Source: an optimization exercise on an open RTL-to-GDS flow (aim: small area, a short achievable clock period and few clock cycles). Production flows keep margins and buffers that such runs may drop. No functional check of the RTL was part of any run shown here. The flow treats the clock pin as an ideal source, which a real chip does not have. Power figures rest on the tool's default switching activity, not on a simulated workload.

## config.mk

```make
export PLATFORM = sky130hd
export DESIGN_NAME = crc16mb
export DESIGN_NICKNAME = crc16mb
export VERILOG_FILES = /design/flow/design.v
export SDC_FILE = /design/flow/constraint.sdc
export NUM_CORES = 8
export LEC_CHECK = 0
export CAP_MARGIN = 60
export CORE_MARGIN = 2
export CORE_UTILIZATION = 60
export PLACE_DENSITY = 0.7
export SLEW_MARGIN = 60
```

## constraint.sdc

```tcl
create_clock -name core_clock -period 13.0 [get_ports {clk}]
set_input_delay 2.6000 -clock core_clock [delete_from_list [all_inputs] [get_ports {clk}]]
set_output_delay 2.6000 -clock core_clock [all_outputs]
set_load 0.01 [all_outputs]
```

## design.v

```verilog
module crc16_step (
    input  wire [15:0] c,
    input  wire [7:0]  b,
    output reg  [15:0] r
);
    integer j;
    always @(*) begin
        r = c ^ {8'h00, b};
        for (j = 0; j < 8; j = j + 1)
            r = r[0] ? ((r >> 1) ^ 16'hA001) : (r >> 1);
    end
endmodule
module crc16mb (
    input  wire        clk,
    input  wire        rst,         
    input  wire        swap_en,     
    input  wire        zp_guard,    
    input  wire        cmd_valid,
    output wire        cmd_ready,
    input  wire [11:0] cmd,
    output reg         rsp_valid,
    output reg  [3:0]  rsp_st,
    output reg  [31:0] rsp_dout
);
    localparam [3:0] ST_OK       = 4'd0,
                     ST_CRCMIS   = 4'd1,
                     ST_BADVAL   = 4'd2,
                     ST_SHORT    = 4'd3,
                     ST_NOTVAL   = 4'd4,
                     ST_OVF      = 4'd5,
                     ST_NORD     = 4'd6,
                     ST_ILLEGAL  = 4'd7;
    localparam [3:0] OP_CRC_INIT = 4'h1,
                     OP_CRC_UPD  = 4'h2,
                     OP_CRC_FIN  = 4'h3,
                     OP_TBL      = 4'h4,
                     OP_QRY      = 4'h5,
                     OP_FRM_CLR  = 4'h6,
                     OP_FRM_PUSH = 4'h7,
                     OP_FRM_SFX  = 4'h8,
                     OP_FRM_VAL  = 4'h9,
                     OP_FRM_DEC  = 4'hA,
                     OP_RD       = 4'hB;
    reg [15:0] crc;
    reg [15:0] crcout;
    reg [8:0]  len;
    reg        l_zero, l_ge2, l_lt13, l_ge25, l_lt32, l_le254, l_full;
    reg        crcok, rvalid, ovf, divz;
    reg [15:0] rcrc;               
    reg [7:0]  lb1, lb0;           
    reg [15:0] f_v, f_f, f_pf, f_al;
    reg [31:0] f_i, f_p, f_e;      
    reg        swq, zpq;
    reg        rst_q;              
    reg        vq;                 
    reg [11:0] cq;
    reg        ready_r;
    reg [1:0]  sph;                
    reg        dec_pend;           
    assign cmd_ready = ready_r;
    wire [3:0] op  = cq[11:8];
    wire [7:0] arg = cq[7:0];
    function illegal_word(input [11:0] w);
        case (w[11:8])
            OP_CRC_INIT, OP_CRC_FIN, OP_FRM_CLR,
            OP_FRM_SFX, OP_FRM_VAL, OP_FRM_DEC: illegal_word = (w[7:0] != 8'd0);
            OP_CRC_UPD, OP_TBL, OP_FRM_PUSH:    illegal_word = 1'b0;
            OP_QRY:                             illegal_word = (w[7:0] > 8'd7);
            OP_RD:                              illegal_word = (w[7:0] > 8'd10);
            default:                            illegal_word = 1'b1;
        endcase
    endfunction
    reg  xq;                       
    reg  d_init, d_upd, d_fin, d_tbl, d_qry, d_clr, d_push, d_sfx, d_val, d_dec;
    reg  d_rd0, d_rd1, d_rd2, d_rd3, d_rdf;    
    wire illegal = !xq;
    reg  [3:0]         gk;         
    reg  [3:0]         gdi, gdp;   
    reg  [21:0]        gms, gmc;   
    reg  [3:0]         gdp2;       
    reg  [21:0]        ga1, ga2;
    wire               gdone = (gk == 4'd10);
    wire [3:0]  i_dig = f_i[{gk[2:0], 2'b00} +: 4];
    wire [3:0]  p_dig = f_p[{gk[2:0], 2'b00} +: 4];
    wire [12:0] g_lo = (gdp == 4'd0) ? 13'd0 :
                         (gdp == 4'd1) ? 13'd500 :
                         (gdp == 4'd2) ? 13'd1000 :
                         (gdp == 4'd3) ? 13'd1500 :
                         (gdp == 4'd4) ? 13'd2000 :
                         (gdp == 4'd5) ? 13'd2500 :
                         (gdp == 4'd6) ? 13'd3000 :
                         (gdp == 4'd7) ? 13'd3500 :
                         (gdp == 4'd8) ? 13'd4000 :
                         (gdp == 4'd9) ? 13'd4500 :
                         (gdp == 4'd10) ? 13'd5000 :
                         (gdp == 4'd11) ? 13'd5500 :
                         (gdp == 4'd12) ? 13'd6000 :
                         (gdp == 4'd13) ? 13'd6500 :
                         (gdp == 4'd14) ? 13'd7000 : 13'd7500;
    wire [13:0] g_k  = (gdp2 == 4'd0) ? 14'd0 :
                         (gdp2 == 4'd1) ? 14'd1000 :
                         (gdp2 == 4'd2) ? 14'd2000 :
                         (gdp2 == 4'd3) ? 14'd3000 :
                         (gdp2 == 4'd4) ? 14'd4000 :
                         (gdp2 == 4'd5) ? 14'd5000 :
                         (gdp2 == 4'd6) ? 14'd6000 :
                         (gdp2 == 4'd7) ? 14'd7000 :
                         (gdp2 == 4'd8) ? 14'd8000 :
                         (gdp2 == 4'd9) ? 14'd9000 :
                         (gdp2 == 4'd10) ? 14'd10000 :
                         (gdp2 == 4'd11) ? 14'd11000 :
                         (gdp2 == 4'd12) ? 14'd12000 :
                         (gdp2 == 4'd13) ? 14'd13000 :
                         (gdp2 == 4'd14) ? 14'd14000 : 14'd15000;
    wire [21:0] mr0 = {6'd0, f_v & {16{gdi[0]}}};
    wire [21:0] mr1 = {5'd0, f_v & {16{gdi[1]}}, 1'b0};
    wire [21:0] mr2 = {4'd0, f_v & {16{gdi[2]}}, 2'b0};
    wire [21:0] mr3 = {3'd0, f_v & {16{gdi[3]}}, 3'b0};
    wire [21:0] mlo = ~{9'd0, g_lo};
    wire [21:0] m1s = mr0 ^ mr1 ^ mr2;
    wire [21:0] m1c = {(mr0 & mr1) | (mr0 & mr2) | (mr1 & mr2), 1'b0};
    wire [21:0] m2s = m1s ^ m1c ^ mr3;
    wire [21:0] m2c = {(m1s & m1c) | (m1s & mr3) | (m1c & mr3), 1'b1};
    wire [21:0] m3s = m2s ^ m2c ^ mlo;
    wire [21:0] m3c = {(m2s & m2c) | (m2s & mlo) | (m2c & mlo), 1'b0};
    wire [21:0] ga1_in = {{4{ga1[21]}}, ga1[21:4]};
    wire [21:0] ga2_in = {{4{ga2[21]}}, ga2[21:4]};
    wire [21:0] a1s = ga1_in ^ gms ^ gmc;
    wire [21:0] a1c = {(ga1_in & gms) | (ga1_in & gmc) | (gms & gmc), 1'b0};
    wire [21:0] a2x = ~gms, a2y = ~gmc, a2w = {8'd0, g_k};
    wire [21:0] a2s = ga2_in ^ a2x ^ a2y;
    wire [21:0] a2c = {(ga2_in & a2x) | (ga2_in & a2y) | (a2x & a2y), 1'b1};
    wire [21:0] a2t = a2s ^ a2c ^ a2w;
    wire [21:0] a2u = {(a2s & a2c) | (a2s & a2w) | (a2c & a2w), 1'b1};
    wire        gate_ok = !ga1[21] && !ga2[21];
    wire        p_zero  = (f_p == 32'd0);
    wire        gclr = rst_q || l_lt13;
    always @(posedge clk) begin
        if (gclr)
            gk <= 4'd0;
        else if (!gdone)
            gk <= gk + 4'd1;
        if (gclr || gk[3]) begin
            gdi <= 4'd0;
            gdp <= 4'd0;
        end else begin
            gdi <= i_dig;
            gdp <= p_dig;
        end
        gms  <= m3s;
        gmc  <= m3c;
        gdp2 <= gdp;
        if (gclr) begin
            ga1 <= 22'd0;
            ga2 <= 22'd0;
        end else begin
            ga1 <= a1s + a1c;
            ga2 <= a2t + a2u;
        end
    end
    wire [15:0] upd_val;                    
    crc16_step u_upd (.c(d_tbl ? 16'h0000 : crc), .b(arg), .r(upd_val));
    wire [15:0] buf_step;                   
    crc16_step u_buf (.c(rcrc), .b(lb1), .r(buf_step));
    wire exec_op  = xq;
    wire is_push  = d_push;
    wire is_sfx   = d_sfx;
    wire is_dec   = d_dec;
    wire len_full = l_full;
    wire len_ge2  = l_ge2;
    wire sfx_ok   = !ovf && l_le254;
    wire sfx_go   = is_sfx && sfx_ok;       
    wire dec_need = crcok && l_ge25 && !p_zero;
    wire dec_new_wait = is_dec && dec_need && !gdone;
    wire dec_exec = (is_dec && !dec_new_wait) || (dec_pend && gdone);
    wire       push_wr = is_push && !len_full;
    wire       sfx_wr  = sph[1];            
    wire       wr      = push_wr || sfx_wr;
    wire [7:0] wbyte   = !sph[1] ? arg : (sph[0] ? lb0 : lb1);
    wire       wlow  = wr && l_lt32;
    wire [4:0] wpos  = len[4:0];
    always @(posedge clk) begin
        if (wlow) begin
            case (wpos)
                5'd3:  f_v[15:8]  <= wbyte;
                5'd4:  f_v[7:0]   <= wbyte;
                5'd17: f_f[15:8]  <= wbyte;
                5'd18: f_f[7:0]   <= wbyte;
                5'd19: f_pf[15:8] <= wbyte;
                5'd20: f_pf[7:0]  <= wbyte;
                5'd21: f_al[15:8] <= wbyte;
                5'd22: f_al[7:0]  <= wbyte;
                default: ;
            endcase
            if (wpos == (swq ? 5'd7 : 5'd5))   f_i[31:24] <= wbyte;
            if (wpos == (swq ? 5'd8 : 5'd6))   f_i[23:16] <= wbyte;
            if (wpos == (swq ? 5'd5 : 5'd7))   f_i[15:8]  <= wbyte;
            if (wpos == (swq ? 5'd6 : 5'd8))   f_i[7:0]   <= wbyte;
            if (wpos == (swq ? 5'd11 : 5'd9))  f_p[31:24] <= wbyte;
            if (wpos == (swq ? 5'd12 : 5'd10)) f_p[23:16] <= wbyte;
            if (wpos == (swq ? 5'd9 : 5'd11))  f_p[15:8]  <= wbyte;
            if (wpos == (swq ? 5'd10 : 5'd12)) f_p[7:0]   <= wbyte;
            if (wpos == (swq ? 5'd15 : 5'd13)) f_e[31:24] <= wbyte;
            if (wpos == (swq ? 5'd16 : 5'd14)) f_e[23:16] <= wbyte;
            if (wpos == (swq ? 5'd13 : 5'd15)) f_e[15:8]  <= wbyte;
            if (wpos == (swq ? 5'd14 : 5'd16)) f_e[7:0]   <= wbyte;
        end
    end
    reg [7:0] qry_byte;
    always @(*) begin
        case (arg[2:0])
            3'd0: qry_byte = 8'h01;
            3'd1: qry_byte = 8'h04;
            3'd2: qry_byte = 8'h00;
            3'd3: qry_byte = 8'h00;
            3'd4: qry_byte = 8'h00;
            3'd5: qry_byte = 8'h0A;
            3'd6: qry_byte = 8'h70;
            default: qry_byte = 8'h0D;
        endcase
    end
    reg [31:0] fld_val;                     
    always @(*) begin
        case (arg[3:0])
            4'd4:    fld_val = {16'd0, f_v};
            4'd5:    fld_val = f_i;
            4'd6:    fld_val = f_p;
            4'd7:    fld_val = f_e;
            4'd8:    fld_val = {16'd0, f_f};
            4'd9:    fld_val = {16'd0, f_pf};
            default: fld_val = {16'd0, f_al};
        endcase
    end
    wire o_init = d_init, o_upd = d_upd, o_fin = d_fin, o_tbl = d_tbl, o_qry = d_qry;
    wire o_clr  = d_clr, o_val = d_val;
    wire o_rd0  = d_rd0, o_rd1 = d_rd1, o_rd2 = d_rd2, o_rd3 = d_rd3, o_rdf = d_rdf;
    wire val_ok = !ovf && len_ge2;
    wire val_go = o_val && val_ok;
    wire val_eq = lb1 == rcrc[7:0] && lb0 == rcrc[15:8];
    wire sph1   = sph == 2'd1;
    wire sph3   = sph == 2'd3;
    wire [15:0] crc_sw  = {crc[7:0], crc[15:8]};
    wire [15:0] rcrc_sw = {rcrc[7:0], rcrc[15:8]};
    wire [15:0] sfx_c   = l_zero ? rcrc : buf_step;    
    wire [15:0] sfx_csw = {sfx_c[7:0], sfx_c[15:8]};
    wire [15:0] crc_d    = o_init ? 16'hFFFF : o_upd ? upd_val : sph1 ? sfx_c :
                           val_go ? rcrc : crc;
    wire [15:0] crcout_d = o_fin ? crc_sw : sph1 ? sfx_csw : val_go ? rcrc_sw : crcout;
    wire [8:0]  len_d    = o_clr ? 9'd0 : wr ? len + 9'd1 : len;
    wire sel_crc = o_init || o_upd || o_rd0;
    wire sel_cro = o_fin || val_go || sph3 || o_rd1;
    wire sel_len = is_push || o_rd2;
    wire sel_flg = o_rd3;
    wire sel_fld = o_rdf && rvalid;
    wire [31:0] dout_d = ({32{sel_crc}} & {16'd0, crc_d}) |
                         ({32{sel_cro}} & {16'd0, crcout_d}) |
                         ({32{sel_len}} & {23'd0, len_d}) |
                         ({32{o_tbl}}   & {16'd0, upd_val}) |
                         ({32{o_qry}}   & {24'd0, qry_byte}) |
                         ({32{sel_flg}} & {28'd0, divz, ovf, rvalid, crcok}) |
                         ({32{sel_fld}} & fld_val);
    reg [3:0] st_d;
    always @(*) begin
        st_d = ST_OK;
        if (vq && !xq)
            st_d = ST_ILLEGAL;
        else if ((is_push && len_full) || (is_sfx && !sfx_ok) || (o_val && ovf))
            st_d = ST_OVF;
        else if (o_val && !len_ge2)
            st_d = ST_SHORT;
        else if (o_val && !val_eq)
            st_d = ST_CRCMIS;
        else if (o_rdf && !rvalid)
            st_d = ST_NORD;
        else if (dec_exec) begin
            if (!crcok)
                st_d = ST_NOTVAL;
            else if (!l_ge25)
                st_d = ST_SHORT;
            else if (p_zero ? !zpq : !gate_ok)
                st_d = ST_BADVAL;
        end
    end
    wire        accept  = cmd_valid && ready_r;
    wire [3:0]  cmd_op  = cmd[11:8];
    wire        a_zero  = cmd[7:0] == 8'd0;
    always @(posedge clk) begin
        if (rst) begin
            vq        <= 1'b0;
            xq        <= 1'b0;
            ready_r   <= 1'b1;
            sph       <= 2'd0;
            dec_pend  <= 1'b0;
            rsp_valid <= 1'b0;
        end else begin
            vq <= accept;
            xq <= accept && !illegal_word(cmd);
            ready_r <= !((accept && cmd_op == OP_FRM_SFX) ||
                         (accept && cmd_op == OP_FRM_DEC && !gdone) ||
                         sfx_go || sph1 ||
                         dec_new_wait || (dec_pend && !gdone));
            rsp_valid <= (vq && !sfx_go && !dec_new_wait) || sph3 || (dec_pend && gdone);
            if (sfx_go)
                sph <= 2'd1;
            else if (sph != 2'd0)
                sph <= sph + 2'd1;
            if (dec_exec)
                dec_pend <= 1'b0;
            else if (dec_new_wait)
                dec_pend <= 1'b1;
        end
    end
    always @(posedge clk) begin
        rst_q    <= rst;
        d_init <= accept && cmd_op == OP_CRC_INIT && a_zero;
        d_upd  <= accept && cmd_op == OP_CRC_UPD;
        d_fin  <= accept && cmd_op == OP_CRC_FIN && a_zero;
        d_tbl  <= accept && cmd_op == OP_TBL;
        d_qry  <= accept && cmd_op == OP_QRY && cmd[7:3] == 5'd0;
        d_clr  <= accept && cmd_op == OP_FRM_CLR && a_zero;
        d_push <= accept && cmd_op == OP_FRM_PUSH;
        d_sfx  <= accept && cmd_op == OP_FRM_SFX && a_zero;
        d_val  <= accept && cmd_op == OP_FRM_VAL && a_zero;
        d_dec  <= accept && cmd_op == OP_FRM_DEC && a_zero;
        d_rd0  <= accept && cmd_op == OP_RD && cmd[7:0] == 8'd0;
        d_rd1  <= accept && cmd_op == OP_RD && cmd[7:0] == 8'd1;
        d_rd2  <= accept && cmd_op == OP_RD && cmd[7:0] == 8'd2;
        d_rd3  <= accept && cmd_op == OP_RD && cmd[7:0] == 8'd3;
        d_rdf  <= accept && cmd_op == OP_RD && cmd[7:4] == 4'd0 && cmd[3:2] != 2'b00 &&
                  cmd[3:0] <= 4'd10;
        swq      <= swap_en;
        zpq      <= zp_guard;
        cq       <= cmd;
        rsp_st   <= st_d;
        rsp_dout <= dout_d;
        crc    <= crc_d;
        crcout <= crcout_d;
        len    <= len_d;
        l_zero  <= len_d == 9'd0;
        l_ge2   <= len_d >= 9'd2;
        l_lt13  <= len_d < 9'd13;
        l_ge25  <= len_d >= 9'd25;
        l_lt32  <= len_d < 9'd32;
        l_le254 <= len_d <= 9'd254;
        l_full  <= len_d[8];
        if (sfx_go) begin
            if (len_ge2)
                rcrc <= buf_step;
            lb1 <= lb0;
        end
        if (sph1) begin
            rcrc <= sfx_c;
            lb1  <= sfx_c[7:0];
            lb0  <= sfx_c[15:8];
        end
        if (o_clr) begin
            rcrc   <= 16'hFFFF;
            crcok  <= 1'b0;
            rvalid <= 1'b0;
            ovf    <= 1'b0;
        end
        if (is_push) begin
            crcok  <= 1'b0;
            rvalid <= 1'b0;
            if (len_full) begin
                ovf <= 1'b1;
            end else begin
                if (len_ge2)
                    rcrc <= buf_step;
                lb1 <= lb0;
                lb0 <= arg;
            end
        end
        if (is_sfx) begin
            crcok  <= 1'b0;
            rvalid <= 1'b0;
            if (!sfx_ok)
                ovf <= 1'b1;
        end
        if (o_val)
            crcok <= val_go && val_eq;
        if (dec_exec) begin
            divz   <= crcok && l_ge25 && p_zero && !zpq;
            rvalid <= crcok && l_ge25 && (p_zero ? zpq : gate_ok);
        end
        if (rst_q) begin
            crc    <= 16'hFFFF;
            crcout <= 16'hFFFF;
            len    <= 9'd0;
            {l_zero, l_ge2, l_lt13, l_ge25, l_lt32, l_le254, l_full} <= 7'b1010110;
            rcrc   <= 16'hFFFF;
            crcok  <= 1'b0;
            rvalid <= 1'b0;
            ovf    <= 1'b0;
            divz   <= 1'b0;
        end
    end
endmodule
```

## standard.sh

```bash
#!/bin/bash
# synth_recipe.tcl (not shown) runs the flow's synth.tcl, then flattens the netlist and writes it again
# the make line also repeats each setting of config.mk as NAME=value (left out here)
make -C /OpenROAD-flow-scripts/flow DESIGN_CONFIG=/design/flow/config.mk WORK_HOME=/design/flow/orfs CLKGATE_MAP_FILE= SYNTH_SCRIPT=/design/flow/synth_recipe.tcl "${@:-finish}"
```

## flow/run.sh

```bash
#!/bin/bash
# Layout flow: the standard flow, except that the slow delay cells
# (clkdlybuf4s*, dlygate*, dlymetal*) and the weakest buffers (buf_1, clkbuf_1) are kept out of every step after
# synthesis, so port buffers and repair buffers are ordinary buffers.
# Synthesis is the standard one, run unchanged. Each step's full output
# goes to a log file of its own in this folder.
set -euo pipefail
bash standard.sh synth > synth.log 2>&1
DU=$(make -s -C "$FLOW_HOME" DESIGN_CONFIG="$PWD/config.mk" WORK_HOME="$PWD/orfs" print-DONT_USE_CELLS 2>/dev/null | sed -n 's/^DONT_USE_CELLS: //p')
for c in clkdlybuf4s15_1 clkdlybuf4s15_2 clkdlybuf4s18_1 clkdlybuf4s18_2 clkdlybuf4s25_1 \
         clkdlybuf4s25_2 clkdlybuf4s50_1 clkdlybuf4s50_2 dlygate4sd1_1 dlygate4sd2_1 \
         dlygate4sd3_1 dlymetal6s2s_1 dlymetal6s4s_1 dlymetal6s6s_1 buf_1 clkbuf_1; do
  DU="$DU sky130_fd_sc_hd__$c"
done
bash standard.sh "DONT_USE_CELLS=$DU" floorplan > floorplan.log 2>&1
bash standard.sh "DONT_USE_CELLS=$DU" place > place.log 2>&1
bash standard.sh "DONT_USE_CELLS=$DU" cts > cts.log 2>&1
bash standard.sh "DONT_USE_CELLS=$DU" route > route.log 2>&1
bash standard.sh "DONT_USE_CELLS=$DU" finish > finish.log 2>&1
```

==> flow_metrics.tcl, run 1 <==
set metrics [dict create \
    status "finished clean" \
    h-tree-depth 2 \
    synthMostInstantiatedCell "dfxtp_1" \
    yosys_register_bits 400 \
    syn_inst 1992 \
    diodes 0 \
    criticalPathCategory "input port to register" \
    overflow 0 \
    cts_setup_buffers 0 \
    synth_area_sq_um 20770 \
    skew_ns 0.02133 \
    viasPerCell 6.181 \
    antenna_found_initial 0 \
    cp_slowest_cell "nor4_2" \
    area_delta_synth_final_pct 10.89 \
    drt_iter0_drc 1965 \
    place_hpwl_mm 39.12 \
    start_kind "input port" \
    finalPower_mw 3.376 \
    setup_tns_ns 0 \
    yosysWarnings 2 \
    portBuffers 53 \
    die_width_um 190.1 \
    synthDistinctLibCells 73 \
    synth_flop_cell "dfxtp_1" \
    worst-path-max-fanout 4 \
    syn_avg_cell_area_sq_um 10.43 \
    cts.clk_slew.worst_paths_ns 0.06 \
    path_buf_inv 1 \
    finalCritPeriodShare 0.3051 \
    cp-end-kind "register" \
    start_util 0.6058 \
    final_util 0.6718 \
    synth_enable_flop_cells 160 \
    final-max-slew-violation-count 0 \
    core-area_sq_um 34290 \
    hold_buffers 0 \
    period_minus_slack_ns 3.966 \
    numCtsBuffers 43 \
    rows 68 \
    ir_worst_vdd_mv 0.1234 \
    netlist_top_cells_area "dfxtp_1 (23%), edfxtp_1 (23%), fa_1 (8.2%), ha_1 (4.5%), a21oi_1 (3.4%)" \
    drc_errors 0 \
    maxCapViolCount 0 \
    worstPathRequired_ns 13.47 \
    hold_violations 0 \
    rsz0062_at_grt "false" \
    slew_headroom 0.5932 \
    async_flop_share 0 \
    finalSetupViolations 0 \
    drtPass1Iterations 8 \
    cts-root-buf "clkbuf_16" \
    avgRoutedWirePerCell_um 21.55 \
    synth_common_cells "dfxtp_1 (240), edfxtp_1 (160), inv_1 (156)" \
    finalWirelength_mm 54.32 \
    drive_gt1_frac 0.1225 \
    p_leak_nw 9.023 \
    ys_seq_area_frac 0.4626 \
    p_per_area_nw_per_um2 146.6 \
    grt_pass1_wl_mm 86.42 \
    cts_max_path_buffers 3 \
    cts_resized 0 \
    grt_pass1_vias 15230 \
    path_delay_family "simple AND/OR/NAND/NOR gates" \
    crit_arrival_ns 4.44 \
    synth_top_area_share 0.2313 \
    critPathMaxStageDelay_ns 0.55 \
    max_freq_mhz 252.1 \
    gp_congestion 0.9123 \
    synth.net_count 2169 \
    worst_pin_slew_ns 0.6094 \
    hp-class "register to register" \
    synth_top_area_cell "dfxtp_1" \
    boundaryPins 55 \
    drtAntennaViolNets 0 \
    track_usage 0.3086 \
    cts_tree "done" \
    die_h_um 190.1 \
    die_area_sq_um 36120 \
    vias 15580 \
    path_cells "buf_2 -> nor4_2 -> nand2_1 -> nor4_1 -> nand3_1 -> or2_2 -> nor3_1" \
    clk_latency_ns 0.56 \
    grt_max_degree 38 \
    final_nets 2207 \
    clock-sinks 400 \
]
==> worst paths after layout <==
check                              from  cells after the start  slack, ns  endpoint
worst max-delay path             cmd[7]                      7       9.03     d_sfx
worst min-delay path             gdp[3]                      0       0.51   gdp2[3]
worst max register to register  gdp2[1]                     15       9.06   ga2[19]
worst min register to register   gdp[3]                      0       0.51   gdp2[3]
==> routing by layer <==
metal	vias up	part of all wire	track usage
met4	0	0.030	0.1005
li1	7175	-	-
met2	810	0.44	0.4672
met5	-	0	0
met1	7483	0.43	0.4487
met3	107	0.098	0.06069
==> state kept, by name, summed over array words and instances, names as in the netlist, 4 cells and up <==
register and cells:
f_e 32, f_i 32, f_p 32, rsp_dout 32, gms 19, ga1 18
ga2 18, gmc 18, crc 16, crcout 16, f_al 16, f_f 16
f_pf 16, f_v 16, rcrc 16, len 9, cq 8, lb0 8
lb1 8, gdi 4, gdp2 4, gdp 4, gk 4
==> placed cells by master, fill, tap and decap left out, drive strengths merged, types with 22 or more instances in the layout <==
master and count:
nor3 57, o21ai 72, mux2i 36, nor2 158, clkbuf 58, a22oi 36, xnor2 52, and2 66
nand2b 39, nand2 110, edfxtp 160, a221oi 22, nor4 25, a21oi 143, a211oi 23, inv 158
ha 75, fa 85, xor2 36, a222oi 30, buf 97, dfxtp 240
==> kinds of logic (layout without fill, tap and decap cells) <==
logic type	count (synthesis)	in the layout	share of synthesized area
other	1	1	0.0001805
adder cells (fa/ha/maj)	160	160	0.1271
XOR/XNOR	93	93	0.04265
AND/OR/NAND/NOR	576	576	0.1390
buffers and inverters	261	334	0.04976
AO/OA/AOI/OAI	442	442	0.1402
multiplexers	59	59	0.03849
flip-flops	400	400	0.4626
==> stage by stage <==
| step | setup slack, ns | hold WS (ns) | cell area [sq um] | cells |
|---|---|---|---|---|
| after global routing | 8.787 | 0.5148 | 23030 | 2520 |
| after CTS | 9.077 | 0.4941 | 22980 | 2519 |
| final | 9.034 | 0.5050 | 23030 | 2520 |
| after floorplan | 8.974 | 0.3290 | 20770 | 1992 |
| after global placement | 8.433 | 0.4732 | 21370 | 2433 |
| after detailed placement | 8.516 | 0.4749 | 21510 | 2439 |
==> power breakdown <==
| part | internal [mW] | switching [mW] |
|---|---|---|
| registers | 1.37 | 0.0968 |
| clock network | 0.741 | 0.509 |
| logic | 0.299 | 0.358 |
| total | 2.41 | 0.964 |
==> layout make-up <==
class                      instances  area (sq um)
fill                            2654         11250
inverter                         157         589.3
timing repair buffer              97         545.5
multi-input combinational       1331         10240
clock inverter                    22         214.0
sequential                       400          9623
tap                              455         569.3
clock buffer                      58          1254
==> worst register-to-register path, cell delays in order, from the launching register on <==
cell	delay [ns]
dfxtp_1	0.44
inv_1	0.15
nand2_1	0.11
nor2b_1	0.18
xnor2_1	0.11
fa_1	0.54
inv_1	0.04
ha_1	0.23
or3_1	0.33
a221oi_1	0.42
o211ai_1	0.24
a221oi_1	0.40
o21ai_0	0.25
nor2_1	0.17
xor2_1	0.16
nor2_1	0.05
==> run 2, diff against run 1 <==
--- a/config.mk
+++ b/config.mk
@@ -6,7 +6,7 @@
 export NUM_CORES = 8
 export LEC_CHECK = 0
-export CAP_MARGIN = 60
+export CAP_MARGIN = 85
 export CORE_MARGIN = 2
 export CORE_UTILIZATION = 60
 export PLACE_DENSITY = 0.7
-export SLEW_MARGIN = 60
+export SLEW_MARGIN = 85
==> run 2 against run 1 <==
Cell count grew 9.8%; maximum frequency is 4.2% lower; clock skew barely moved; routed wire length is 16% higher; synthesized cell count unchanged; total power increased by 11%; combinational power rose by 52%; design area grew 20%; via count grew 11%; area after synthesis is the same; critical path type unchanged; critical endpoint is now ready_r.
==> flow_metrics.tcl, run 2 <==
set metrics [dict create \
    status "finished clean" \
    synthMostInstantiatedCell "dfxtp_1" \
    finalWirelength_mm 62.74 \
    final-max-slew-violation-count 0 \
    netlist_top_cells_area "dfxtp_1 (23%), edfxtp_1 (23%), fa_1 (8.2%), ha_1 (4.5%), a21oi_1 (3.4%)" \
    clk_latency_ns 0.58 \
    p_leak_nw 10.78 \
    finalSetupViolations 0 \
    cp_slowest_cell "a2111oi_4" \
    cp-end-kind "register" \
    finalPower_mw 3.762 \
    hold_depth 0 \
    ir_worst_vdd_mv 0.1561 \
    hold_start "gdp[1]" \
    r2r-start "gdp2[1]" \
    rsz0062_at_grt "false" \
    cts_setup_buffers 0 \
    layout_common_cells "buf_2 (211), edfxtp_1 (160), inv_1 (151), dfxtp_1 (151), nor2_1 (119)" \
    synth_xor_xnor_area_share 0.04265 \
    worst-path-max-fanout 10 \
    final_nets 2455 \
    critPathMaxStageDelay_ns 0.35 \
    die_area_sq_um 36120 \
    die_width_um 190.1 \
    avgRoutedWirePerCell_um 22.67 \
    boundaryPins 55 \
    finalCritPeriodShare 0.3183 \
    preCtsSetupSlack_ns 8.520 \
    maxCapViolCount 0 \
    async_flop_share 0 \
    path_delay_family "buffers and inverters" \
    vias 17330 \
    drtPass1Iterations 10 \
    synth_top_family_by_area "compound AO/OA/AOI/OAI gates" \
    synth-compound-area-share 0.1402 \
    synth_mux_area_frac 0.03849 \
    multi_input_area_sq_um 12790 \
    setup_tns_ns 0 \
    worstPathRequired_ns 13.47 \
    synth_top_area_cell "dfxtp_1" \
    synthSimpleGateAreaFrac 0.1390 \
    synthAdderAreaFrac 0.1271 \
    syn_avg_cell_area_sq_um 10.43 \
    cts-root-buf "clkbuf_16" \
    gp_congestion 0.9123 \
    overflow 0 \
    cts_tree "done" \
    grt_pass1_vias 16910 \
    fin_area_sq_um 27650 \
    worstRegToRegCells 19 \
    holdWs_ns 0.4365 \
    synth.net_count 2169 \
    criticalPathCategory "input port to register" \
    synth_top_area_share 0.2313 \
    grt_pass1_wl_mm 93.45 \
    viasPerCell 6.259 \
    syn_inst 1992 \
    core-area_sq_um 34290 \
    start_util 0.6058 \
    place_hpwl_mm 43.34 \
    h-tree-depth 2 \
    track_usage 0.3342 \
    path_buf_inv 12 \
    yosys_register_bits 400 \
    hold_violations 0 \
    synth_common_cells "dfxtp_1 (240), edfxtp_1 (160), inv_1 (156)" \
    reg2reg_to "ga2[19]" \
    drt_iter0_drc 2232 \
    drive_gt1_frac 0.3971 \
    cts_resized 0 \
    antenna_found_initial 1 \
    max_freq_mhz 241.6 \
    ys_seq_area_frac 0.4626 \
    path_cells "buf_2 -> nand2b_1 -> a2111oi_4 -> clkbuf_2 -> clkbuf_2 -> clkbuf_2 -> clkbuf_2 -> clkbuf_2 -> clkbuf_2 -> clkbuf_2 -> clkbuf_2 -> buf_2 -> buf_2 -> buf_2 -> a211oi_1 -> a21o_1" \
    drtAntennaViolNets 0 \
    hold_end "gdp2[1]" \
    post_dp_cell_area_sq_um 24800 \
    hold_buffers 0 \
    yosysWarnings 2 \
    cts.clk_slew.worst_paths_ns 0.06 \
    drc_errors 0 \
    synthDistinctLibCells 73 \
    cts_max_path_buffers 3 \
    clock-sinks 400 \
    numCtsBuffers 43 \
    period_minus_slack_ns 4.138 \
    p_per_area_nw_per_um2 136.1 \
    fill_cells 1951 \
    reg2reg_slack_ns 9.03 \
    grt_max_degree 33 \
    die_h_um 190.1 \
    regArea_sq_um 9796 \
    synth_area_sq_um 20770 \
    start_kind "input port" \
    area_delta_synth_final_pct 33.10 \
    crit_arrival_ns 4.61 \
    worst_slack_ns 8.862 \
    crit_top_cell "clkbuf_2" \
    rows 68 \
    synth_flop_cell "dfxtp_1" \
    skew_ns 0.02101 \
    final_common_cell "buf_2" \
    hp-class "register to register" \
    portBuffers 53 \
    synth_enable_flop_cells 160 \
]
## run 2: cell counts after synthesis
No cell type changed its count.
## run 2: through the flow
step                      utilization  std cells
after floorplan                     -       1992
after global placement         0.6233       2433
after detailed placement       0.7232       2629
after CTS                      0.7657       2708
after global routing           0.8062       2767
final                          0.8063       2768
## run 2: power breakdown
part	internal, mW	switching [mW]	leakage, nW
clock network	0.727	0.530	0.731
logic	0.490	0.505	6.64
registers	1.38	0.129	3.40
## run 2: worst max-delay path by stage
stage	endpoint	start	cells past startpoint
after floorplan	d_rd1	cmd[8]	7
after global placement	d_sfx	cmd[7]	7
after detailed placement	d_sfx	cmd[7]	11
after CTS	d_sfx	cmd[7]	11
after global routing	ga2[19]	gdp2[1]	19
final	ready_r	cmd[10]	16
## run 2: cell type report
type / count / share of cell area
Clock inverter: 21 / 0.007286
Clock buffer: 58 / 0.04544
Tap cell: 455 / 0.02059
Timing Repair Buffer: 345 / 0.08825
Inverter: 157 / 0.02150
Sequential cell: 400 / 0.3543
Multi-Input combinational cell: 1331 / 0.4625
Antenna cell: 1 / 0.00009051
## run 2: cells by family (layout without fill, tap and decap cells)
family                     after synthesis  in the layout
xor gates and xnor gates                93             93
buffers and inverters                  261            581
adders and majority gates              160            160
muxes                                   59             59
and+or+nand+nor                        576            576
other                                    1              2
DFF                                    400            400
AOI/OAI and AO/OA                      442            442
## run 2: metal layers
metal | global-route usage | routed length (um)
met5 | 0 | 0
met4 | 0.1318 | 2471
met3 | 0.06825 | 6210
met2 | 0.5306 | 29540
met1 | 0.4532 | 24510
==> run 3, diff against run 2 <==
--- a/design.v
+++ b/design.v
@@ -79,6 +79,8 @@
     reg  [21:0]        gms, gmc;   
     reg  [3:0]         gdp2;       
-    reg  [21:0]        ga1, ga2;
-    wire               gdone = (gk == 4'd10);
+    reg  [21:0]        ga1;        
+    reg  [15:0]        gsum;       
+    reg                gate_q;     
+    wire               gdone = (gk == 4'd11);
     wire [3:0]  i_dig = f_i[{gk[2:0], 2'b00} +: 4];
     wire [3:0]  p_dig = f_p[{gk[2:0], 2'b00} +: 4];
@@ -125,13 +127,9 @@
     wire [21:0] m3c = {(m2s & m2c) | (m2s & mlo) | (m2c & mlo), 1'b0};
     wire [21:0] ga1_in = {{4{ga1[21]}}, ga1[21:4]};
-    wire [21:0] ga2_in = {{4{ga2[21]}}, ga2[21:4]};
     wire [21:0] a1s = ga1_in ^ gms ^ gmc;
     wire [21:0] a1c = {(ga1_in & gms) | (ga1_in & gmc) | (gms & gmc), 1'b0};
-    wire [21:0] a2x = ~gms, a2y = ~gmc, a2w = {8'd0, g_k};
-    wire [21:0] a2s = ga2_in ^ a2x ^ a2y;
-    wire [21:0] a2c = {(ga2_in & a2x) | (ga2_in & a2y) | (a2x & a2y), 1'b1};
-    wire [21:0] a2t = a2s ^ a2c ^ a2w;
-    wire [21:0] a2u = {(a2s & a2c) | (a2s & a2w) | (a2c & a2w), 1'b1};
-    wire        gate_ok = !ga1[21] && !ga2[21];
+    wire        gcy = gsum[3:0] < ga1[3:0];
+    wire [15:0] gsum_d = {{4{gsum[15]}}, gsum[15:4]} + {2'b00, g_k} - {15'd0, gcy};
+    wire        gate_ok = gate_q;
     wire        p_zero  = (f_p == 32'd0);
     wire        gclr = rst_q || l_lt13;
@@ -153,9 +151,10 @@
         if (gclr) begin
             ga1 <= 22'd0;
-            ga2 <= 22'd0;
+            gsum <= 16'd0;
         end else begin
             ga1 <= a1s + a1c;
-            ga2 <= a2t + a2u;
+            gsum <= gsum_d;
         end
+        gate_q <= !ga1[21] && ($signed({{6{gsum[15]}}, gsum}) >= $signed(ga1));
     end
     wire [15:0] upd_val;                    
--- a/config.mk
+++ b/config.mk
@@ -6,7 +6,10 @@
 export NUM_CORES = 8
 export LEC_CHECK = 0
-export CAP_MARGIN = 85
+export CAP_MARGIN = 20
 export CORE_MARGIN = 2
 export CORE_UTILIZATION = 60
+export CTS_BUF_LIST = sky130_fd_sc_hd__clkbuf_8
+export CTS_CLUSTER_DIAMETER = 60
+export CTS_CLUSTER_SIZE = 15
 export PLACE_DENSITY = 0.7
-export SLEW_MARGIN = 85
+export SLEW_MARGIN = 20
==> run 3 against run 2 <==
Die area up 0.19%; maximum frequency is 0.94% lower; largest power group unchanged; core utilization decreased by 16 points; global-route usage shrank 4.1 points.
==> flow_metrics.tcl, run 3 <==
set metrics [dict create \
    synth_flop_cell "dfxtp_1" \
    synth_enable_flop_cells 160 \
    diodes 0 \
    worst-path-max-fanout 4 \
    worstRegToRegCells 18 \
    core-area_sq_um 34370 \
    rows 68 \
    die_h_um 190.2 \
    ir_worst_vdd_mv 0.1340 \
    yosys_register_bits 403 \
    gp_congestion 0.9224 \
    synth.net_count 2193 \
    p_per_area_nw_per_um2 133.7 \
    numCtsBuffers 37 \
    cts_setup_buffers 0 \
    finalWirelength_mm 52.70 \
    r2r-start "ga1[1]" \
    drtPass1Iterations 6 \
    grt_pass1_wl_mm 82.23 \
    slew_headroom 0.3303 \
    synth_top_area_cell "dfxtp_1" \
    antenna_found_initial 1 \
    yosysWarnings 2 \
    place_hpwl_mm 38.41 \
    drc_errors 0 \
    hp-class "register to register" \
    cts-root-buf "clkbuf_8" \
    h-tree-depth 2 \
    portBuffers 53 \
    synth_top_area_share 0.2337 \
    synthMostInstantiatedCell "dfxtp_1" \
    synth_common_cells "dfxtp_1 (243), nor2_1 (178), edfxtp_1 (160)" \
    syn_avg_cell_area_sq_um 10.28 \
    drt_iter0_drc 1655 \
    start_kind "input port" \
    p_leak_nw 8.701 \
    grt_max_degree 42 \
    crit_arrival_ns 4.67 \
    rsz0062_at_grt "false" \
    area_delta_synth_final_pct 6.949 \
    netlist_top_cells_area "dfxtp_1 (23%), edfxtp_1 (23%), fa_1 (5.8%), ha_1 (5.5%), a21oi_1 (3.5%)" \
    period_minus_slack_ns 4.178 \
    cts_tree "done" \
    synth_area_sq_um 20810 \
    reg2reg_to "gsum[13]" \
    final-max-slew-violation-count 0 \
    hold_start "gdp[1]" \
    avgRoutedWirePerCell_um 20.88 \
    clock-sinks 403 \
    final_nets 2211 \
    hold_depth 0 \
    vias 15380 \
    maxCapViolCount 0 \
    syn_inst 2024 \
    cp-end-kind "register" \
    synthDistinctLibCells 72 \
    cts_resized 0 \
    overflow 0 \
    setup_tns_ns 0 \
    worst_slack_ns 8.822 \
    max_freq_mhz 239.4 \
    worst_pin_slew_ns 1.003 \
    hold_violations 0 \
    criticalPathCategory "input port to register" \
    clk_latency_ns 0.60 \
    finalCritPeriodShare 0.3214 \
    grt_pass1_vias 14730 \
    final_common_cell "dfxtp_1" \
    worstSetupStartpoint "cmd[7]" \
    status "finished clean" \
    reg2reg_slack_ns 9.29 \
    track_usage 0.2927 \
    cts.clk_slew.worst_paths_ns 0.09 \
    finalSetupViolations 0 \
    die_area_sq_um 36190 \
    preCtsSetupSlack_ns 8.278 \
    drive_gt1_frac 0.1025 \
    start_util 0.6055 \
    hold_buffers 0 \
    layout_common_cells "dfxtp_1 (242), nor2_1 (176), edfxtp_1 (160), inv_1 (155), a21oi_1 (139)" \
    cts_max_path_buffers 3 \
    hold_end "gdp2[1]" \
    skew_ns 0.03103 \
    worstPathRequired_ns 13.50 \
    die_width_um 190.2 \
    ys_seq_area_frac 0.4646 \
    viasPerCell 6.092 \
    boundaryPins 55 \
    drtAntennaViolNets 0 \
    async_flop_share 0 \
]
[run 3: cell count changes in the layout (fill, tap and decap cells not counted), moves of 41 or more]
| cell | previous run | this run |
|---|---|---|
| a21oi_1 | 85 | 139 |
| dfxtp_1 | 151 | 242 |
| dfxtp_2 | 59 | 1 |
| clkbuf_16 | 44 | 0 |
| nor2_1 | 119 | 176 |
| o21ai_0 | 42 | 83 |
| clkbuf_2 | 45 | 0 |
| buf_2 | 211 | 84 |
| a21oi_2 | 46 | 4 |
[run 3: where the power goes]
| group | internal, mW | leakage, nW | switching [mW] | total (mW) |
|---|---|---|---|---|
| clock | 0.383 | 0.447 | 0.456 | 0.839 |
| combinational | 0.297 | 4.84 | 0.371 | 0.668 |
| sequential | 1.38 | 3.41 | 0.0909 | 1.47 |
[run 3: per-stage QoR]
stage                     instances  total power, mW  utilization  hold WS (ns)  instance area, sq um
after global placement         2458            2.127       0.6234        0.4674                 21430
final                          2524            2.975       0.6476        0.4787                 22260
after floorplan                2024            1.974            -        0.3290                 20810
after detailed placement       2458            2.143       0.6234        0.4669                 21430
after CTS                      2524            2.971       0.6472        0.4675                 22250
after global routing           2524            3.090       0.6476        0.4968                 22260
[run 3: layout make-up]
cell class | instances | area, sq um
inverters | 144 | 540.5
repair buffers | 84 | 420.4
multi-input cells | 1372 | 10240
clock buffers | 41 | 564.3
well taps | 455 | 569.3
fillers | 2836 | 12110
clock inverters | 25 | 254.0
flip-flops and latches | 403 | 9671
[run 3: worst max-delay path: stages]
cell and delay [ns]:
buf_2 0.11, nor4_1 0.69, nand2_1 0.22, nor4_1 0.32, nand3_1 0.22, or2_2 0.36, nor3_1 0.15
[run 3: cells by family after synthesis]
kind of cell / share of synthesized area
simple gates: 0.1344
compound gates: 0.1392
flops: 0.4646
buf+inv: 0.04545
fa+ha+maj: 0.1130
xor+xnor: 0.04581
mux: 0.05735
other cells: 0.0001802
[run 3: worst max path at each step]
stage,to,slack [ns],depth (start not counted)
2_1_floorplan,d_rd1,8.97,7
3_3_place_gp,d_sfx,8.35,7
3_5_place_dp,d_sfx,8.28,7
4_1_cts,d_sfx,8.88,7
5_1_grt,d_sfx,8.64,7
6_report,d_sfx,8.82,7
[run 3: per-layer routing]
layer  up-vias  global-route usage  wire length (um)
met2       668              0.4451             23370
li1       7168                   -                 -
met5         -                   0                 0
met3        91             0.04306              4530
met1      7448              0.4387             23580
met4         0             0.08080              1217
==> run 4, diff against run 3 <==
--- a/config.mk
+++ b/config.mk
@@ -9,7 +9,6 @@
 export CORE_MARGIN = 2
 export CORE_UTILIZATION = 60
-export CTS_BUF_LIST = sky130_fd_sc_hd__clkbuf_8
-export CTS_CLUSTER_DIAMETER = 60
-export CTS_CLUSTER_SIZE = 15
+export CTS_CLUSTER_DIAMETER = 80
+export CTS_CLUSTER_SIZE = 25
 export PLACE_DENSITY = 0.7
 export SLEW_MARGIN = 20
==> run 4 against run 3 <==
Routed wire length down 0.45%; maximum frequency up 0.74%; largest power group unchanged; total power down 0.21%; largest cell class unchanged; still clean on timing, DRC and antenna.
==> flow_metrics.tcl, run 4 <==
set metrics [dict create \
    status "finished clean" \
    yosys_register_bits 403 \
    combPwrFrac 0.226 \
    avgRoutedWirePerCell_um 20.98 \
    clock-sinks 403 \
    grt_pass1_vias 14600 \
    layoutNonFillerInstCount 2500 \
    synthMostInstantiatedCell "dfxtp_1" \
    worst-path-max-fanout 4 \
    overflow 0 \
    synth.net_count 2193 \
    hold_buffers 0 \
    worst_pin_slew_ns 0.9874 \
    setup_tns_ns 0 \
    ir_worst_vdd_mv 0.1408 \
    cts_resized 0 \
    area_delta_synth_final_pct 6.751 \
    slew_headroom 0.3408 \
    final-max-slew-violation-count 0 \
    path_cells "buf_2 -> nor4_1 -> nand2_1 -> nor4_1 -> nand3_1 -> or2_2 -> nor3_1" \
    synth_top_area_share 0.2337 \
    p_sw_frac 0.3084 \
    path_delay_family "simple AND/OR/NAND/NOR gates" \
    grt_max_degree 42 \
    final_common_cell "dfxtp_1" \
    clkPwrFrac 0.280 \
    die_area_sq_um 36190 \
    netlist_top_cells_area "dfxtp_1 (23%), edfxtp_1 (23%), fa_1 (5.8%), ha_1 (5.5%), a21oi_1 (3.5%)" \
    critPathMaxStageDelay_ns 0.66 \
    layout_common_cells "dfxtp_1 (242), nor2_1 (176), edfxtp_1 (160), inv_1 (144), a21oi_1 (139)" \
    vias 15320 \
    cp_slowest_cell "nor4_1" \
    core-area_sq_um 34370 \
    path_buf_inv 1 \
    clk_latency_ns 0.57 \
    hold_violations 0 \
    period_minus_slack_ns 4.147 \
    syn_inst 2024 \
    hold_depth 0 \
    drive_gt1_frac 0.09731 \
    cp-end-kind "register" \
    numCtsBuffers 23 \
    drtAntennaViolNets 0 \
    pwr-share-seq 0.495 \
    antenna_found_initial 1 \
    finalWirelength_mm 52.46 \
    p_int_mw 2.053 \
    worstRegToRegCells 18 \
    synth_common_cells "dfxtp_1 (243), nor2_1 (178), edfxtp_1 (160)" \
    cts-root-buf "clkbuf_16" \
    hold_start "gdp[3]" \
    r2r-start "ga1[1]" \
    finalSetupViolations 0 \
    synth_enable_flop_cells 160 \
    viasPerCell 6.130 \
    track_usage 0.2913 \
    syn_avg_cell_area_sq_um 10.28 \
    cts_setup_buffers 0 \
    p_leak_nw 8.645 \
    p_sw_uw 915.5 \
    fill_cells 2826 \
    synthDistinctLibCells 72 \
    boundaryPins 55 \
    final_nets 2197 \
    die_h_um 190.2 \
    crit_top_cell "nor4_1" \
    h-tree-depth 1 \
    hold_end "gdp2[3]" \
    rows 68 \
    skew_ns 0.02937 \
    cts.clk_slew.worst_paths_ns 0.10 \
    crit_arrival_ns 4.64 \
    rsz0062_at_grt "false" \
    place_hpwl_mm 38.41 \
    hp-class "register to register" \
    start_kind "input port" \
    maxCapViolCount 0 \
    grt_pass1_wl_mm 82.08 \
    dp_cells 2458 \
    p_per_area_nw_per_um2 133.6 \
    portBuffers 53 \
    criticalPathCategory "input port to register" \
    cts_max_path_buffers 3 \
    finalCritPeriodShare 0.3190 \
    ys_seq_area_frac 0.4646 \
    synth_area_sq_um 20810 \
    reg2reg_to "gsum[13]" \
    max_freq_mhz 241.2 \
    drtPass1Iterations 6 \
    start_util 0.6055 \
    async_flop_share 0 \
    drt_iter0_drc 1707 \
    synth_top_area_cell "dfxtp_1" \
    worstPathRequired_ns 13.49 \
    die_width_um 190.2 \
    gp_congestion 0.9224 \
    diodes 0 \
    cts_tree "done" \
    yosysWarnings 2 \
    reg2reg_slack_ns 9.29 \
    drc_errors 0 \
    synth_flop_cell "dfxtp_1" \
]
## run 4: cell counts after synthesis
No cell type changed its count.
## run 4: metal layers
layer | wire, um | global-route usage | part of all wire
met5 | 0 | 0 | 0
met1 | 23400 | 0.4424 | 0.45
met3 | 4308 | 0.03220 | 0.082
met4 | 1462 | 0.08318 | 0.028
met2 | 23290 | 0.4433 | 0.44
## run 4: power groups by stage
stage | Clock (mW) | Sequential (mW) | Combinational [mW]
floorplan | 0 | 1.46 | 0.517
global route | 0.883 | 1.48 | 0.719
CTS | 0.843 | 1.46 | 0.654
finish | 0.830 | 1.47 | 0.670
global placement | 0 | 1.49 | 0.635
detailed placement | 0 | 1.49 | 0.650
## run 4: stage by stage
step / setup slack [ns] / total power, mW / hold slack [ns] / area [sq um] / utilization
2_1_floorplan: 8.974 / 1.974 / 0.3290 / 20810 / -
5_1_grt: 8.637 / 3.077 / 0.5272 / 22220 / 0.6464
3_5_place_dp: 8.278 / 2.143 / 0.4669 / 21430 / 0.6234
6_report: 8.853 / 2.969 / 0.5054 / 22220 / 0.6464
4_1_cts: 8.878 / 2.962 / 0.4956 / 22210 / 0.6460
3_3_place_gp: 8.355 / 2.127 / 0.4674 / 21430 / 0.6234
## run 4: final cells by class
cell class                 instances  area (sq um)  share of cell area
multi-input combinational       1372         10240              0.4609
timing repair buffer              84         420.4             0.01892
tap                              455         569.3             0.02562
sequential                       403          9671              0.4353
clock inverter                    10         116.4            0.005237
clock buffer                      32         660.6             0.02973
inverter                         144         540.5             0.02433
## run 4: how the worst max path moves through the flow
stage                        to  startpoint  cells after the start  slack, ns
final                     d_sfx      cmd[7]                      7       8.85
after global routing      d_sfx      cmd[7]                      7       8.64
after CTS                 d_sfx      cmd[7]                      7       8.88
after detailed placement  d_sfx      cmd[7]                      7       8.28
after global placement    d_sfx      cmd[7]                      7       8.35
after floorplan           d_rd1      cmd[8]                      7       8.97
## run 4: cell families (layout without fill, tap and decap cells)
| logic type | count (synthesis) | count (layout) | share of synthesized area |
|---|---|---|---|
| adders and majority gates | 152 | 152 | 0.1130 |
| muxes | 89 | 89 | 0.05735 |
| DFF | 403 | 403 | 0.4646 |
| AOI/OAI and AO/OA | 450 | 450 | 0.1392 |
| and+or+nand+nor | 580 | 580 | 0.1344 |
| xor gates and xnor gates | 100 | 100 | 0.04581 |
| buffers and inverters | 249 | 270 | 0.04545 |
| other | 1 | 1 | 0.0001802 |
==> run 5, diff against run 4 <==
--- a/design.v
+++ b/design.v
@@ -61,18 +61,9 @@
     wire [3:0] op  = cq[11:8];
     wire [7:0] arg = cq[7:0];
-    function illegal_word(input [11:0] w);
-        case (w[11:8])
-            OP_CRC_INIT, OP_CRC_FIN, OP_FRM_CLR,
-            OP_FRM_SFX, OP_FRM_VAL, OP_FRM_DEC: illegal_word = (w[7:0] != 8'd0);
-            OP_CRC_UPD, OP_TBL, OP_FRM_PUSH:    illegal_word = 1'b0;
-            OP_QRY:                             illegal_word = (w[7:0] > 8'd7);
-            OP_RD:                              illegal_word = (w[7:0] > 8'd10);
-            default:                            illegal_word = 1'b1;
-        endcase
-    endfunction
-    reg  xq;                       
     reg  d_init, d_upd, d_fin, d_tbl, d_qry, d_clr, d_push, d_sfx, d_val, d_dec;
     reg  d_rd0, d_rd1, d_rd2, d_rd3, d_rdf;    
-    wire illegal = !xq;
+    reg  a_z;                                  
+    reg  a_h;                                  
+    reg  a_q;                                  
     reg  [3:0]         gk;         
     reg  [3:0]         gdi, gdp;   
@@ -82,4 +73,5 @@
     reg  [15:0]        gsum;       
     reg                gate_q;     
+    reg                gcy;        
     wire               gdone = (gk == 4'd11);
     wire [3:0]  i_dig = f_i[{gk[2:0], 2'b00} +: 4];
@@ -129,5 +121,6 @@
     wire [21:0] a1s = ga1_in ^ gms ^ gmc;
     wire [21:0] a1c = {(ga1_in & gms) | (ga1_in & gmc) | (gms & gmc), 1'b0};
-    wire        gcy = gsum[3:0] < ga1[3:0];
+    wire [21:0] ga1_d  = a1s + a1c;
+    wire [22:0] gdiff  = {{7{gsum[15]}}, gsum} - {ga1[21], ga1};    
     wire [15:0] gsum_d = {{4{gsum[15]}}, gsum[15:4]} + {2'b00, g_k} - {15'd0, gcy};
     wire        gate_ok = gate_q;
@@ -150,11 +143,13 @@
         gdp2 <= gdp;
         if (gclr) begin
-            ga1 <= 22'd0;
+            ga1  <= 22'd0;
             gsum <= 16'd0;
+            gcy  <= 1'b0;
         end else begin
-            ga1 <= a1s + a1c;
+            ga1  <= ga1_d;
             gsum <= gsum_d;
+            gcy  <= gsum_d[3:0] < ga1_d[3:0];
         end
-        gate_q <= !ga1[21] && ($signed({{6{gsum[15]}}, gsum}) >= $signed(ga1));
+        gate_q <= !ga1[21] && !gdiff[22];
     end
     wire [15:0] upd_val;                    
@@ -162,8 +157,7 @@
     wire [15:0] buf_step;                   
     crc16_step u_buf (.c(rcrc), .b(lb1), .r(buf_step));
-    wire exec_op  = xq;
-    wire is_push  = d_push;
-    wire is_sfx   = d_sfx;
-    wire is_dec   = d_dec;
+    wire is_push  = vq && d_push;
+    wire is_sfx   = vq && d_sfx && a_z;
+    wire is_dec   = vq && d_dec && a_z;
     wire len_full = l_full;
     wire len_ge2  = l_ge2;
@@ -231,7 +225,12 @@
         endcase
     end
-    wire o_init = d_init, o_upd = d_upd, o_fin = d_fin, o_tbl = d_tbl, o_qry = d_qry;
-    wire o_clr  = d_clr, o_val = d_val;
-    wire o_rd0  = d_rd0, o_rd1 = d_rd1, o_rd2 = d_rd2, o_rd3 = d_rd3, o_rdf = d_rdf;
+    wire o_init = vq && d_init && a_z, o_upd = vq && d_upd, o_fin = vq && d_fin && a_z;
+    wire o_tbl  = vq && d_tbl, o_qry = vq && d_qry && a_q, o_clr = vq && d_clr && a_z;
+    wire o_val  = vq && d_val && a_z;
+    wire o_rd0  = vq && d_rd0 && a_h, o_rd1 = vq && d_rd1 && a_h;
+    wire o_rd2  = vq && d_rd2 && a_h, o_rd3 = vq && d_rd3 && a_h;
+    wire o_rdf  = vq && d_rdf && a_h;
+    wire legal  = o_init || o_upd || o_fin || o_tbl || o_qry || o_clr || o_val || is_push ||
+                  is_sfx || is_dec || o_rd0 || o_rd1 || o_rd2 || o_rd3 || o_rdf;
     wire val_ok = !ovf && len_ge2;
     wire val_go = o_val && val_ok;
@@ -262,5 +261,5 @@
     always @(*) begin
         st_d = ST_OK;
-        if (vq && !xq)
+        if (vq && !legal)
             st_d = ST_ILLEGAL;
         else if ((is_push && len_full) || (is_sfx && !sfx_ok) || (o_val && ovf))
@@ -283,9 +282,7 @@
     wire        accept  = cmd_valid && ready_r;
     wire [3:0]  cmd_op  = cmd[11:8];
-    wire        a_zero  = cmd[7:0] == 8'd0;
     always @(posedge clk) begin
         if (rst) begin
             vq        <= 1'b0;
-            xq        <= 1'b0;
             ready_r   <= 1'b1;
             sph       <= 2'd0;
@@ -294,5 +291,4 @@
         end else begin
             vq <= accept;
-            xq <= accept && !illegal_word(cmd);
             ready_r <= !((accept && cmd_op == OP_FRM_SFX) ||
                          (accept && cmd_op == OP_FRM_DEC && !gdone) ||
@@ -312,20 +308,22 @@
     always @(posedge clk) begin
         rst_q    <= rst;
-        d_init <= accept && cmd_op == OP_CRC_INIT && a_zero;
-        d_upd  <= accept && cmd_op == OP_CRC_UPD;
-        d_fin  <= accept && cmd_op == OP_CRC_FIN && a_zero;
-        d_tbl  <= accept && cmd_op == OP_TBL;
-        d_qry  <= accept && cmd_op == OP_QRY && cmd[7:3] == 5'd0;
-        d_clr  <= accept && cmd_op == OP_FRM_CLR && a_zero;
-        d_push <= accept && cmd_op == OP_FRM_PUSH;
-        d_sfx  <= accept && cmd_op == OP_FRM_SFX && a_zero;
-        d_val  <= accept && cmd_op == OP_FRM_VAL && a_zero;
-        d_dec  <= accept && cmd_op == OP_FRM_DEC && a_zero;
-        d_rd0  <= accept && cmd_op == OP_RD && cmd[7:0] == 8'd0;
-        d_rd1  <= accept && cmd_op == OP_RD && cmd[7:0] == 8'd1;
-        d_rd2  <= accept && cmd_op == OP_RD && cmd[7:0] == 8'd2;
-        d_rd3  <= accept && cmd_op == OP_RD && cmd[7:0] == 8'd3;
-        d_rdf  <= accept && cmd_op == OP_RD && cmd[7:4] == 4'd0 && cmd[3:2] != 2'b00 &&
-                  cmd[3:0] <= 4'd10;
+        d_init <= cmd_op == OP_CRC_INIT;
+        d_upd  <= cmd_op == OP_CRC_UPD;
+        d_fin  <= cmd_op == OP_CRC_FIN;
+        d_tbl  <= cmd_op == OP_TBL;
+        d_qry  <= cmd_op == OP_QRY;
+        d_clr  <= cmd_op == OP_FRM_CLR;
+        d_push <= cmd_op == OP_FRM_PUSH;
+        d_sfx  <= cmd_op == OP_FRM_SFX;
+        d_val  <= cmd_op == OP_FRM_VAL;
+        d_dec  <= cmd_op == OP_FRM_DEC;
+        d_rd0  <= cmd_op == OP_RD && cmd[3:0] == 4'd0;
+        d_rd1  <= cmd_op == OP_RD && cmd[3:0] == 4'd1;
+        d_rd2  <= cmd_op == OP_RD && cmd[3:0] == 4'd2;
+        d_rd3  <= cmd_op == OP_RD && cmd[3:0] == 4'd3;
+        d_rdf  <= cmd_op == OP_RD && cmd[3:2] != 2'b00 && cmd[3:0] <= 4'd10;
+        a_z    <= cmd[7:0] == 8'd0;
+        a_h    <= cmd[7:4] == 4'd0;
+        a_q    <= cmd[7:3] == 5'd0;
         swq      <= swap_en;
         zpq      <= zp_guard;
==> flow/run.sh (replaced) <==
#!/bin/bash
# Layout flow: the standard flow (standard.sh), with the standard
# synthesis run unchanged. The only difference: in every step after
# synthesis the slow delay cells (clkdlybuf4s*, dlygate*, dlymetal*) and the
# weakest buffers (buf_1, clkbuf_1) are added to the platform's don't-use
# list, so that port buffers and the buffers repair inserts are ordinary,
# stronger buffers; and before CTS, flow/size_outputs.tcl gives the
# output ports' buffers and the flip-flops driving them a stronger drive. Each step's full output goes to a log file of its own
# in this folder.
set -euo pipefail
bash standard.sh synth > synth.log 2>&1
# the platform's own don't-use list, as ORFS reads it
DU=$(make -s -C "$FLOW_HOME" DESIGN_CONFIG="$PWD/config.mk" WORK_HOME="$PWD/orfs" print-DONT_USE_CELLS 2>/dev/null | sed -n 's/^DONT_USE_CELLS: //p' || true)
if [[ -z "$DU" ]]; then
  DU="sky130_fd_sc_hd__probe_p_8 sky130_fd_sc_hd__probec_p_8 sky130_fd_sc_hd__lpflow_bleeder_1 sky130_fd_sc_hd__lpflow_clkbufkapwr_1 sky130_fd_sc_hd__lpflow_clkbufkapwr_16 sky130_fd_sc_hd__lpflow_clkbufkapwr_2 sky130_fd_sc_hd__lpflow_clkbufkapwr_4 sky130_fd_sc_hd__lpflow_clkbufkapwr_8 sky130_fd_sc_hd__lpflow_clkinvkapwr_1 sky130_fd_sc_hd__lpflow_clkinvkapwr_16 sky130_fd_sc_hd__lpflow_clkinvkapwr_2 sky130_fd_sc_hd__lpflow_clkinvkapwr_4 sky130_fd_sc_hd__lpflow_clkinvkapwr_8 sky130_fd_sc_hd__lpflow_decapkapwr_12 sky130_fd_sc_hd__lpflow_decapkapwr_3 sky130_fd_sc_hd__lpflow_decapkapwr_4 sky130_fd_sc_hd__lpflow_decapkapwr_6 sky130_fd_sc_hd__lpflow_decapkapwr_8 sky130_fd_sc_hd__lpflow_inputiso0n_1 sky130_fd_sc_hd__lpflow_inputiso0p_1 sky130_fd_sc_hd__lpflow_inputiso1n_1 sky130_fd_sc_hd__lpflow_inputiso1p_1 sky130_fd_sc_hd__lpflow_inputisolatch_1 sky130_fd_sc_hd__lpflow_isobufsrc_1 sky130_fd_sc_hd__lpflow_isobufsrc_16 sky130_fd_sc_hd__lpflow_isobufsrc_2 sky130_fd_sc_hd__lpflow_isobufsrc_4 sky130_fd_sc_hd__lpflow_isobufsrc_8 sky130_fd_sc_hd__lpflow_isobufsrckapwr_16 sky130_fd_sc_hd__lpflow_lsbuf_lh_hl_isowell_tap_1 sky130_fd_sc_hd__lpflow_lsbuf_lh_hl_isowell_tap_2 sky130_fd_sc_hd__lpflow_lsbuf_lh_hl_isowell_tap_4 sky130_fd_sc_hd__lpflow_lsbuf_lh_isowell_4 sky130_fd_sc_hd__lpflow_lsbuf_lh_isowell_tap_1 sky130_fd_sc_hd__lpflow_lsbuf_lh_isowell_tap_2 sky130_fd_sc_hd__lpflow_lsbuf_lh_isowell_tap_4"
fi
for c in clkdlybuf4s15_1 clkdlybuf4s15_2 clkdlybuf4s18_1 clkdlybuf4s18_2 clkdlybuf4s25_1 \
         clkdlybuf4s25_2 clkdlybuf4s50_1 clkdlybuf4s50_2 dlygate4sd1_1 dlygate4sd2_1 \
         dlygate4sd3_1 dlymetal6s2s_1 dlymetal6s4s_1 dlymetal6s6s_1 buf_1 clkbuf_1; do
  DU="$DU sky130_fd_sc_hd__$c"
done
echo "DONT_USE_CELLS=$DU" > dont_use.log
bash standard.sh "DONT_USE_CELLS=$DU" floorplan > floorplan.log 2>&1
bash standard.sh "DONT_USE_CELLS=$DU" place > place.log 2>&1
bash standard.sh "DONT_USE_CELLS=$DU" "PRE_CTS_TCL=$PWD/flow/size_outputs.tcl" cts > cts.log 2>&1
bash standard.sh "DONT_USE_CELLS=$DU" route > route.log 2>&1
bash standard.sh "DONT_USE_CELLS=$DU" finish > finish.log 2>&1
==> flow/size_outputs.tcl (new file) <==
# Run before CTS (PRE_CTS_TCL): give the paths to the output ports stronger
# cells. Each output port's buffer becomes buf_4 and the flip-flop driving
# that buffer gets the strongest drive of its own cell type. Only drive
# strengths change; detailed placement after CTS legalizes the layout.
set changed 0
foreach port [get_ports -filter "direction == output"] {
  set net [get_nets [get_full_name $port]]
  foreach pin [get_pins -of_objects $net -filter "direction == output"] {
    set buf [get_cells -of_objects $pin]
    set bref [get_property $buf ref_name]
    if {[regexp {^sky130_fd_sc_hd__(buf|clkbuf|clkdlybuf4s[0-9]+)_[0-9]+$} $bref]} {
      replace_cell $buf sky130_fd_sc_hd__buf_4
      incr changed
      set in [get_pins -of_objects $buf -filter "direction == input"]
      foreach dpin [get_pins -of_objects [get_nets -of_objects $in] -filter "direction == output"] {
        set ff [get_cells -of_objects $dpin]
        set fref [get_property $ff ref_name]
        if {[regexp {^(sky130_fd_sc_hd__dfxtp)_[0-9]+$} $fref -> base]} {
          replace_cell $ff ${base}_4
          incr changed
        }
      }
    }
  }
}
puts "size_outputs: resized $changed cells"
--- a/config.mk
+++ b/config.mk
@@ -6,5 +6,5 @@
 export NUM_CORES = 8
 export LEC_CHECK = 0
-export CAP_MARGIN = 20
+export CAP_MARGIN = 60
 export CORE_MARGIN = 2
 export CORE_UTILIZATION = 60
@@ -12,3 +12,3 @@
 export CTS_CLUSTER_SIZE = 25
 export PLACE_DENSITY = 0.7
-export SLEW_MARGIN = 20
+export SLEW_MARGIN = 60
==> run 5 against run 4 <==
Still clean on timing, DRC and antenna; synthesized cell count is 1.7% lower; via count up 1.2%; design area grew 1.3%; core utilization grew 1.0 points; first-iteration DRC count shrank 5.7%; setup slack improved by 0.45 ns; total power rose by 2.9%; combinational power grew 9.6%; routed wire length grew 3.7%; clock power rose by 1%; critical endpoint is now rsp_dout[6]; highest routed layer unchanged.
==> flow_metrics.tcl, run 5 <==
set metrics [dict create \
    syn_inst 1990 \
    area_delta_synth_final_pct 8.543 \
    portBuffers 53 \
    finalCritPeriodShare 0.2845 \
    slew_headroom 0.6011 \
    combPwrFrac 0.240 \
    rows 68 \
    crit_arrival_ns 1.10 \
    viasPerCell 6.263 \
    ir_worst_vdd_mv 0.1515 \
    dr_wl_met3_mm 4.539 \
    worst_slack_ns 9.301 \
    clkPwrFrac 0.276 \
    drtPass1Iterations 8 \
    setup_tns_ns 0 \
    status "finished clean" \
    max_freq_mhz 270.4 \
    preCtsSetupSlack_ns 9.184 \
    synth_top_area_share 0.2375 \
    die_h_um 189.9 \
    place_hpwl_mm 39.84 \
    cp_slowest_cell "dfxtp_4" \
    p_per_area_nw_per_um2 135.7 \
    finalWirelength_mm 54.43 \
    hp-class "register to register" \
    post_dp_cell_area_sq_um 21480 \
    path_cells "buf_4" \
    synth_flop_cell "dfxtp_1" \
    fin_area_sq_um 22510 \
    final_common_cell "dfxtp_1" \
    drive_gt1_frac 0.1301 \
    drt_iter0_drc 1609 \
    highest_layer "met4" \
    layout_common_cells "dfxtp_1 (204), edfxtp_1 (160), nor2_1 (151), inv_1 (146), nand2_1 (135)" \
    yosys_register_bits 406 \
    pwr-share-seq 0.484 \
    grt_max_degree 44 \
    antenna_found_initial 0 \
    cts_resized 0 \
    synthMostInstantiatedCell "dfxtp_1" \
    boundaryPins 55 \
    wl_met1_mm 22.11 \
    start_util 0.6048 \
    path_delay_family "flip-flops" \
    synthDistinctLibCells 80 \
    cts.clk_slew.worst_paths_ns 0.10 \
    critPathMaxStageDelay_ns 0.38 \
    core-area_sq_um 34290 \
    hold_violations 0 \
    wl_met2_mm 26.01 \
    gp_congestion 0.9030 \
    hold_buffers 0 \
    syn_avg_cell_area_sq_um 10.42 \
    drc_errors 0 \
    synth_enable_flop_cells 160 \
    grt_pass1_vias 15160 \
    worst-path-max-fanout 1 \
    numCtsBuffers 23 \
    finalPower_mw 3.054 \
    yosysWarnings 2 \
    synth_area_sq_um 20740 \
    path_buf_inv 1 \
    cp-end-kind "output pin" \
    netlist_top_cells_area "dfxtp_1 (24%), edfxtp_1 (23%), fa_1 (5.8%), ha_1 (5.7%), nor2_1 (2.9%)" \
    maxCapViolCount 0 \
    avgRoutedWirePerCell_um 21.98 \
    die_area_sq_um 36070 \
    drtAntennaViolNets 0 \
    period_minus_slack_ns 3.699 \
    criticalPathCategory "register to output pin" \
    p_leak_nw 8.904 \
]
[run 5: cell types whose count changed in the layout (fill, tap and decap cells not counted), sizes merged, moves of 7 or more]
cell | before | now
a31oi | 18 | 37
a211o | 10 | 2
nor2b | 24 | 13
xnor2 | 66 | 56
a21oi | 144 | 101
nor2 | 179 | 158
a22oi | 48 | 62
o31ai | 11 | 4
a221oi | 29 | 12
nand2b | 29 | 48
a222oi | 0 | 16
and3 | 11 | 20
[run 5: metal layers]
layer | global-route usage | up-vias
met2 | 0.5102 | 737
met5 | 0 | -
met4 | 0.1020 | 0
met3 | 0.03523 | 101
li1 | - | 7095
met1 | 0.4086 | 7575
[run 5: worst min-delay path: cells and delay by family, from the launching register on]
kind,cells,cell delay (ns)
DFF,1,0.35
and+or+nand+nor,2,0.10
[run 5: layout make-up]
type | count | area, sq um
Fill cell | 2687 | 11780
Multi-Input combinational cell | 1335 | 10130
Sequential cell | 406 | 9874
Clock buffer | 30 | 628.1
Timing Repair Buffer | 91 | 588.1
Tap cell | 455 | 569.3
Inverter | 147 | 551.8
Clock inverter | 12 | 165.2
[run 5: path summary, 6_finish.rpt]
kind | from | endpoint | slack (ns) | depth (start not counted)
worst max register to register | gms[2] | ga1[20] | 9.74 | 10
worst min-delay path | ready_r | vq | 0.49 | 2
worst max-delay path | rsp_dout[6] | rsp_dout[6] | 9.30 | 1
worst min register to register | ready_r | vq | 0.49 | 2
[run 5: stage by stage]
stage / util / cells / hold slack (ns)
3_5_place_dp: 0.6263 / 2434 / 0.4422
5_1_grt: 0.6565 / 2476 / 0.5080
6_report: 0.6565 / 2476 / 0.4869
2_1_floorplan: - / 1990 / 0.3290
4_1_cts: 0.6562 / 2476 / 0.4874
3_3_place_gp: 0.6224 / 2429 / 0.4439
[run 5: power groups by stage]
stage               clock, mW  sequential (mW)  combinational [mW]
global placement            0             1.51               0.700
CTS                     0.853             1.47               0.722
finish                  0.842             1.48               0.734
detailed placement          0             1.51               0.715
global route            0.892             1.49               0.786
floorplan                   0             1.47               0.581
[run 5: cells by family after synthesis]
| family | Yosys count | synth area share |
|---|---|---|
| other | 1 | 0.0001808 |
| and+or+nand+nor | 565 | 0.1338 |
| DFF | 406 | 0.4691 |
| xor gates and xnor gates | 94 | 0.04434 |
| muxes | 78 | 0.04869 |
| AOI/OAI and AO/OA | 443 | 0.1433 |
| adders and majority gates | 154 | 0.1146 |
| buffers and inverters | 249 | 0.04591 |
